What follows belongs to an exercise in optimizing a design on an open flow for small area, a short achievable clock period and few clock cycles per item; a production flow would make more cautious choices.
In this exercise RTL edits were held to simulation tests only and were not proved equivalent to the original.
Power figures rest on the tool's default switching activity, not on a simulated workload.

==> design.v <==
`timescale 1ns/1ps
module cc8_rx (
    input  wire         clk,
    input  wire         rst,         
    input  wire         in_valid,
    input  wire [15:0]  in_edge,     
    input  wire         in_last,     
    output wire         in_ready,
    output reg          out_valid,   
    output wire [127:0] rxb,         
    output wire [7:0]   nbits,       
    output wire         dec_err,     
    output wire [7:0]   zrun_cnt,    
    output wire [4:0]   oct_cnt,     
    output wire [7:0]   crc          
);
    function [7:0] crc8_step;
        input [7:0] c_in;
        input [7:0] b;
        integer t;
        reg [7:0] c;
        begin
            c = c_in ^ b;
            for (t = 0; t < 8; t = t + 1)
                c = c[0] ? ((c >> 1) ^ 8'hD9) : (c >> 1);
            crc8_step = c;
        end
    endfunction
    reg         rdy;
    reg         v0, l0;
    reg [15:0]  e0;
    wire        acc = in_valid & rdy;
    assign in_ready = rdy;
    reg         v1, f1, l1, nf;
    reg [3:0]   r1;
    reg [15:0]  prev;
    wire [15:0] gap = e0 - prev;
    reg  [3:0]  r_c;
    always @* begin
        if (gap[15:7] != 9'd0) r_c = 4'd10;
        else if (gap[6:0] >= 7'd95) r_c = 4'd10;
        else if (gap[6:0] >= 7'd85) r_c = 4'd9;
        else if (gap[6:0] >= 7'd75) r_c = 4'd8;
        else if (gap[6:0] >= 7'd65) r_c = 4'd7;
        else if (gap[6:0] >= 7'd55) r_c = 4'd6;
        else if (gap[6:0] >= 7'd45) r_c = 4'd5;
        else if (gap[6:0] >= 7'd35) r_c = 4'd4;
        else if (gap[6:0] >= 7'd25) r_c = 4'd3;
        else if (gap[6:0] >= 7'd15) r_c = 4'd2;
        else if (gap[6:0] >= 7'd5)  r_c = 4'd1;
        else r_c = 4'd0;
    end
    reg [127:0] bits;
    reg [7:0]   nb;
    reg [3:0]   pos;
    reg         lv;          
    reg         err;
    reg [7:0]   zc;
    reg         fresh;       
    reg [7:0]   asm;         
    reg [7:0]   crc_r;
    reg         p1, p2;
    reg [3:0]   xr;          
    assign rxb      = bits;
    assign nbits    = nb;
    assign dec_err  = err;
    assign zrun_cnt = zc;
    assign crc      = crc_r;
    assign oct_cnt  = (bits[3:0] == 4'd0) ? 5'd2 : ({1'b0, bits[3:0]} + 5'd1);
    wire xact    = (xr != 4'd0) & ~p2;
    wire act_gap = v1 & ~f1 & ~xact;
    wire act_fst = v1 &  f1 & ~xact;
    wire act_p1  = p1 & ~xact;
    wire s1_hold = v1 & xact;
    wire [7:0] nb_e  = fresh ? 8'd0 : nb;
    wire [3:0] pos_e = fresh ? 4'd0 : pos;
    wire       lv_e  = fresh | lv;
    wire       err_e = ~fresh & err;
    wire [7:0] zc_e  = fresh ? 8'd0 : zc;
    wire       pv_e  = ~err_e & lv_e;     
    wire       pv_r  = ~err & lv;
    wire [4:0] ci = nb_e[7:3];
    wire [2:0] lo = nb_e[2:0];
    wire       v  = (p2 | xact) ? pv_r : (act_p1 ? pv_e : lv_e);
    reg  [7:0] asm_f;
    integer b;
    always @* begin
        for (b = 0; b < 8; b = b + 1)
            asm_f[b] = (b >= lo) ? v : asm[b];
    end
    wire [3:0] r      = r1;
    wire       at_st  = (pos_e == 4'd0);
    wire [3:0] r_adj  = at_st ? (r - 4'd1) : r;
    wire [3:0] pos_a  = at_st ? 4'd1 : pos_e;
    wire       dec    = ~err_e & ~nb_e[7];
    wire       zero   = (r == 4'd0);
    wire       bad    = (r_adj > 4'd8);
    wire [3:0] room_g = 4'd9 - pos_a;
    wire [7:0] room_c = 8'd128 - nb_e;
    wire [3:0] k_a    = (r_adj < room_g) ? r_adj : room_g;
    wire [3:0] k      = ({4'd0, k_a} < room_c) ? k_a : room_c[3:0];
    wire       app    = act_gap & dec & ~zero & ~bad;
    wire [7:0] nb_n   = nb_e + {4'd0, k};
    wire [3:0] pos_s  = pos_a + k;
    wire [3:0] pos_n  = (pos_s == 4'd9) ? 4'd0 : pos_s;
    wire       crs  = app & ({1'b0, lo} + k >= 4'd8);
    wire [4:0] oct_b  = (bits[3:0] == 4'd0) ? 5'd2 : ({1'b0, bits[3:0]} + 5'd1);
    wire [3:0] len_p1 = (ci == 5'd0) ? asm_f[3:0] : bits[3:0];
    wire [4:0] oct_p1 = (len_p1 == 4'd0) ? 5'd2 : ({1'b0, len_p1} + 5'd1);
    wire [5:0] mx     = {1'b0, oct_p1} - 6'd2 - {1'b0, ci};
    wire [3:0] m_x    = mx[5] ? 4'd0 : mx[3:0];
    wire [4:0] cr     = nb[7:3];             
    wire [5:0] cr1    = {1'b0, cr} + 6'd1;
    wire       in_oct = (ci == 5'd0) | (ci < oct_b);
    wire       crc_en = (crs & in_oct) | (act_p1 & in_oct) |
                        (p2 & (cr1 < {1'b0, oct_b})) | xact;
    wire [7:0] crc_b  = (fresh & ~(p2 | xact)) ? 8'hFF : crc_r;
    wire [7:0] crc_n  = crc8_step(crc_b, asm_f);
    reg [15:0] we;
    integer a;
    always @* begin
        for (a = 0; a < 16; a = a + 1)
            we[a] = ((crs | act_p1) & (ci == a)) | (p2 & (cr < a));
    end
    wire xlow = act_p1 ? (m_x != 4'd0) :
                p2     ? (xr != 4'd0) :
                xact   ? (xr >= 4'd2) : 1'b0;
    integer q;
    always @(posedge clk) begin
        e0 <= in_edge;
        l0 <= in_last;
        if (!s1_hold) begin
            f1 <= nf;
            l1 <= l0;
            r1 <= r_c;
            if (v0) prev <= e0;
        end
        for (q = 0; q < 16; q = q + 1)
            if (we[q]) bits[8*q +: 8] <= asm_f;
        if (act_gap | act_p1 | p2 | xact)
            crc_r <= crc_en ? crc_n : crc_b;
        if (act_gap | act_p1)
            asm <= (crs | act_p1) ? {8{v}} : asm_f;
        if (act_gap) begin
            lv  <= ~lv_e;
            nb  <= app ? nb_n : nb_e;
            pos <= app ? pos_n : pos_e;
            err <= err_e | (act_gap & dec & ~zero & bad);
            zc  <= (dec & zero & (zc_e != 8'hFF)) ? zc_e + 8'd1 : zc_e;
        end else if (act_p1) begin
            lv  <= lv_e;
            nb  <= nb_e;
            err <= err_e;
            zc  <= zc_e;
        end
        if (rst) begin
            rdy   <= 1'b1;
            v0    <= 1'b0;
            v1    <= 1'b0;
            nf    <= 1'b1;
            fresh <= 1'b0;
            p1    <= 1'b0;
            p2    <= 1'b0;
            xr    <= 4'd0;
            out_valid <= 1'b0;
        end else begin
            rdy <= ~(acc & in_last) & ~xlow;
            v0  <= acc;
            if (!s1_hold) begin
                v1 <= v0;
                if (v0) nf <= l0;
            end
            if (act_fst)
                fresh <= 1'b1;
            else if (act_gap | act_p1)
                fresh <= 1'b0;
            p1 <= ((act_gap | act_fst) & l1) | (p1 & ~act_p1);
            p2 <= act_p1;
            if (act_p1)
                xr <= m_x;
            else if (xact)
                xr <= xr - 4'd1;
            out_valid <= (p2 & (xr == 4'd0)) | (xact & (xr == 4'd1));
        end
    end
endmodule
==> run.sh <==
#!/bin/bash
# synth_recipe.tcl (not shown) runs the flow's synth.tcl, then flattens the netlist and writes it again
# the make line also repeats each setting of config.mk as NAME=value (left out here)
make -C /OpenROAD-flow-scripts/flow DESIGN_CONFIG=/design/flow/config.mk WORK_HOME=/design/flow/orfs CLKGATE_MAP_FILE= SYNTH_SCRIPT=/design/flow/synth_recipe.tcl finish
==> config.mk <==
export PLATFORM = sky130hd
export DESIGN_NAME = cc8_rx
export DESIGN_NICKNAME = cc8_rx
export VERILOG_FILES = /design/flow/design.v
export SDC_FILE = /design/flow/constraint.sdc
export NUM_CORES = 4
export LEC_CHECK = 0
export CAP_MARGIN = 20
export CORE_MARGIN = 2
export CORE_UTILIZATION = 40
export SLEW_MARGIN = 20
==> constraint.sdc <==
create_clock -name core_clock -period 20.0 [get_ports {clk}]
set_input_delay 4.0000 -clock core_clock [delete_from_list [all_inputs] [get_ports {clk}]]
set_output_delay 4.0000 -clock core_clock [all_outputs]
set_load 0.01 [all_outputs]
==> impl_metrics.py <==
metrics = {
    "status": {
        "status": "timing/DRC/antenna clean",
    },
    "synth": {
        "syn_nets": 993,
        "ys_warn_count": 1,
        "ys.flop_type": "edfxtp_1",
        "synth_xor_area_share_pct": 4.48,
        "async_flop_share_pct": 0,
        "synth_top_family_by_area": "compound AO/OA/AOI/OAI gates",
        "synth_fa_ha_area_share_pct": 7.74,
        "syn_area_um2": 10900,
        "synth_top_area_share_pct": 51.7,
        "synthSimpleGateAreaFrac_pct": 12.0,
        "synth-compound-area-share_pct": 12.2,
        "synth_area_per_cell_um2": 12.0,
        "synthMuxAreaShare_pct": 2.86,
        "syn_inst": 909,
        "synth_cell_types": 81,
        "synth_seq_cells": 216,
        "synth_commonest_cells": "edfxtp_1, inv_1, ha_1",
        "yosysMostFrequentCell": "edfxtp_1",
        "ys_seq_area_share_pct": 57.0,
        "synth-edff-count": 187,
        "synth_top_area_cell": "edfxtp_1",
        "netlist_top_cells_area": "edfxtp_1, ha_1, dfxtp_1",
    },
    "detailed_routing": {
        "viasPerCell": 5.31,
        "route.detailed.drc": 0,
        "routedWlPerCell_um": 17.8,
        "dr.pass1.iters": 5,
        "num_vias": 7705,
        "wl_mm": 25.8,
        "drt_iter0_markers": 600,
        "final_antenna_net_count": 0,
    },
    "worst_setup_path": {
        "endpoint": "bits[14]$_DFFE_PP_",
        "worstReg2RegStart": "pos[0]$_DFFE_PP_",
        "r2r_slack_ns": 12.55,
        "cp_slowest_stage_delay_ns": 0.92,
        "r2r.worst_path.cells": 22,
        "critPathLaunch": "pos[0]$_DFFE_PP_",
        "critPathCaptureType": "flip-flop",
        "start_kind": "flip-flop",
        "worst_ep_arrival_time_ns": 7.58,
        "path_cells": "or4_1, a21oi_1, xnor2_1, inv_1, ha_1, a211o_1, o31ai_1, mux2_2, ha_1, o21a_1, o21ai_0, a2111oi_4, o211ai_1, mux2_2, ha_1, a21o_1, a21o_1, and3_1, o311ai_0, o211ai_4, nand3_1, o31ai_1",
        "crit-reg2reg-capture": "bits[14]$_DFFE_PP_",
        "cpMaxStageDelayCell": "o31ai_1",
        "critPathRequiredTime_ns": 20.13,
        "critical_path.max_fanout": 16,
        "worstSetupPathType": "reg -> reg",
        "cpMostUsedCell": "ha_1",
    },
    "final_layout": {
        "multiInputGateArea_um2": 4280,
        "antennaDiodeCount": 0,
        "final_core_util_pct": 51.5,
        "fin_nets": 1179,
        "regArea_um2": 6200,
        "drive_gt1_share_pct": 7.11,
        "area_growth_pct": 27.1,
        "final.fill_count": 2373,
        "final_cell_area_um2": 13800,
    },
    "place": {
        "dpl_cell_area_um2": 13000,
        "dp_hpwl_mm": 19.0,
        "io_buffers": 179,
        "globalplace.congestion": 0.832,
    },
    "sta": {
        "hold_ws_ns": 0.423,
        "drv_slew": 0,
        "clock_skew_ns": 0.0287,
        "final.setup.tns_ns": 0,
        "tightestPinTransition_ns": 1.09,
        "setup_viol": 0,
        "slew_headroom_pct": 26.9,
        "rsz0062_at_grt": "false",
        "max_freq_ghz": 0.134,
        "fin_crit_ns": 7.45,
        "finalHoldViolCount": 0,
        "finalCritPeriodShare_pct": 37.3,
    },
    "grt": {
        "busiest_layer": "met2",
        "grtUsageMet3_pct": 2.88,
        "antenna_found_initial": 0,
        "grt_pass1_wl_mm": 40.4,
        "first_global_vias": 7309,
        "grt.total_usage_pct": 17.8,
        "met2_usage_pct": 29.4,
        "met1_usage_pct": 24.5,
        "grt_max_degree": 39,
        "grt_overflow": 0,
    },
    "power": {
        "cellLeakagePower_nw": 5.11,
        "ir_drop_mv": 0.0749,
        "powerDensity_nw_per_um2": 103,
    },
    "cts": {
        "root_buffer": "clkbuf_16",
        "cts_resized": 0,
        "clk_path_buf_depth": 3,
        "postCtsHoldBufs": 0,
        "path_clk_slew_ns": 0.06,
        "insertion_delay_ns": 0.53,
        "htreeDepth": 1,
        "tritoncts": "done",
        "postCtsSetupBuffers": 0,
        "cts_buffers": 24,
        "cts_sinks": 216,
    },
    "floorplan": {
        "rows": 60,
        "die_h_um": 169,
        "die_area_um2": 28500,
        "initial_core_util_pct": 40.5,
        "die_w_um": 169,
        "pin_count": 180,
        "core-area_um2": 26800,
    },
    "flow_run": {
        "cap_violations": 0,
    },
    "hold_path": {
        "hold_path_class": "reg -> reg",
    },
}
-- cell type report --
class | count | area share, %
clock buffer | 28 | 4.61
clock inverter | 14 | 1.03
inverter | 75 | 2.04
multi-input combinational | 592 | 31.0
sequential | 216 | 44.9
tap | 341 | 3.09
timing repair buffer | 186 | 13.4
-- placed cells by master (no fill, tap or decap), types with 16 or more instances in the layout --
cell type,instances
inv_1,74
xor2_1,17
o21ai_0,40
clkdlybuf4s50_1,179
nor3_1,19
a21oi_1,49
ha_1,60
edfxtp_1,187
dfxtp_1,29
nand3_1,25
nand2_1,50
nor2_1,55
xnor2_1,36
mux2i_1,16
clkbuf_16,25
-- sequential cells by signal (all words and copies together) (netlist names), 4 cells and up --
name,count
zc,8
pos,4
crc_r,8
xr,4
asm,7
r1,4
nb,8
prev,16
e0,16
bits,128
-- critical path: cells and delay by family, from the launching register on --
kind	cells	cell delay, ns
AOI/OAI and AO/OA	12	3.61
and+or+nand+nor	3	1.03
DFF	1	0.41
adders and majority gates	3	0.90
buffers and inverters	1	0.08
muxes	2	0.81
xor gates and xnor gates	1	0.21
-- power breakdown --
group / switching [mW] / internal, mW / total (mW)
logic: 0.240 / 0.181 / 0.421
registers: 0.0238 / 0.549 / 0.572
clock network: 0.175 / 0.255 / 0.430
total: 0.439 / 0.984 / 1.42
-- worst min path at each step --
stage	start	endpoint	slack (ns)	cells after the start
floorplan	nf$_SDFFE_PP1P_	f1$_DFFE_PN_	0.40	0
global placement	e0[0]$_DFF_P_	prev[0]$_DFFE_PP_	0.42	0
detailed placement	l0$_DFF_P_	l1$_DFFE_PN_	0.42	0
CTS	e0[0]$_DFF_P_	prev[0]$_DFFE_PP_	0.42	0
global route	e0[0]$_DFF_P_	prev[0]$_DFFE_PP_	0.43	0
finish	e0[0]$_DFF_P_	prev[0]$_DFFE_PP_	0.42	0
-- metrics by stage --
stage / std cells / power [mW] / setup slack (ns)
floorplan: 909 / 0.889 / 13.17
global placement: 1410 / 1.00 / 12.78
detailed placement: 1410 / 1.01 / 12.62
CTS: 1452 / 1.44 / 12.54
global route: 1452 / 1.50 / 12.09
finish: 1452 / 1.42 / 12.55
-- per-layer routing --
metal / up-vias / wire length, um / part of all wire [%]
li1: 3771 / - / -
met1: 3604 / 11900 / 46
met2: 287 / 11700 / 46
met3: 43 / 1560 / 6.0
met4: 0 / 591 / 2.3
met5: - / 0 / 0
-- kinds of logic after synthesis --
logic type / after synthesis
AOI/OAI and AO/OA: 195
DFF: 216
and+or+nand+nor: 249
buffers and inverters: 101
xor gates and xnor gates: 54
muxes: 29
adders and majority gates: 65
Testbench counts, summed over its fixed seeds: cycles 7,968, frames 192.

-- port drivers added, routing unchanged --
The results above use ideal ports. As a check the final layout listed here was re-extracted and re-timed, cells and wires unchanged. Step 1 (the two cells are an assumption about what drives the block):
set clk [get_ports {clk}]
set_driving_cell -lib_cell sky130_fd_sc_hd__clkbuf_16 $clk
set_driving_cell -lib_cell sky130_fd_sc_hd__buf_2 [delete_from_list [all_inputs] $clk]
Step 2 moves the port delays by t, midway between the first and last clock arrival at a register: inputs arrive t later, outputs are due t later. That takes back most of the time a late clock gives input paths. a / b / c = no drivers / after step 1 / after step 2; a / b = the first two.
t (ns): 0.558
setup slack, ns: 12.549 / 12.549 / 12.549
worst setup path at the end: register to register
slew at the worst register clock pin (ns): 0.07 / 0.07
cell pins on the clock port's net: 1
After both steps setup and hold are still met in this run. The setup slack of this run moves by 0.000 ns with the drivers and by 0.000 ns with both steps.
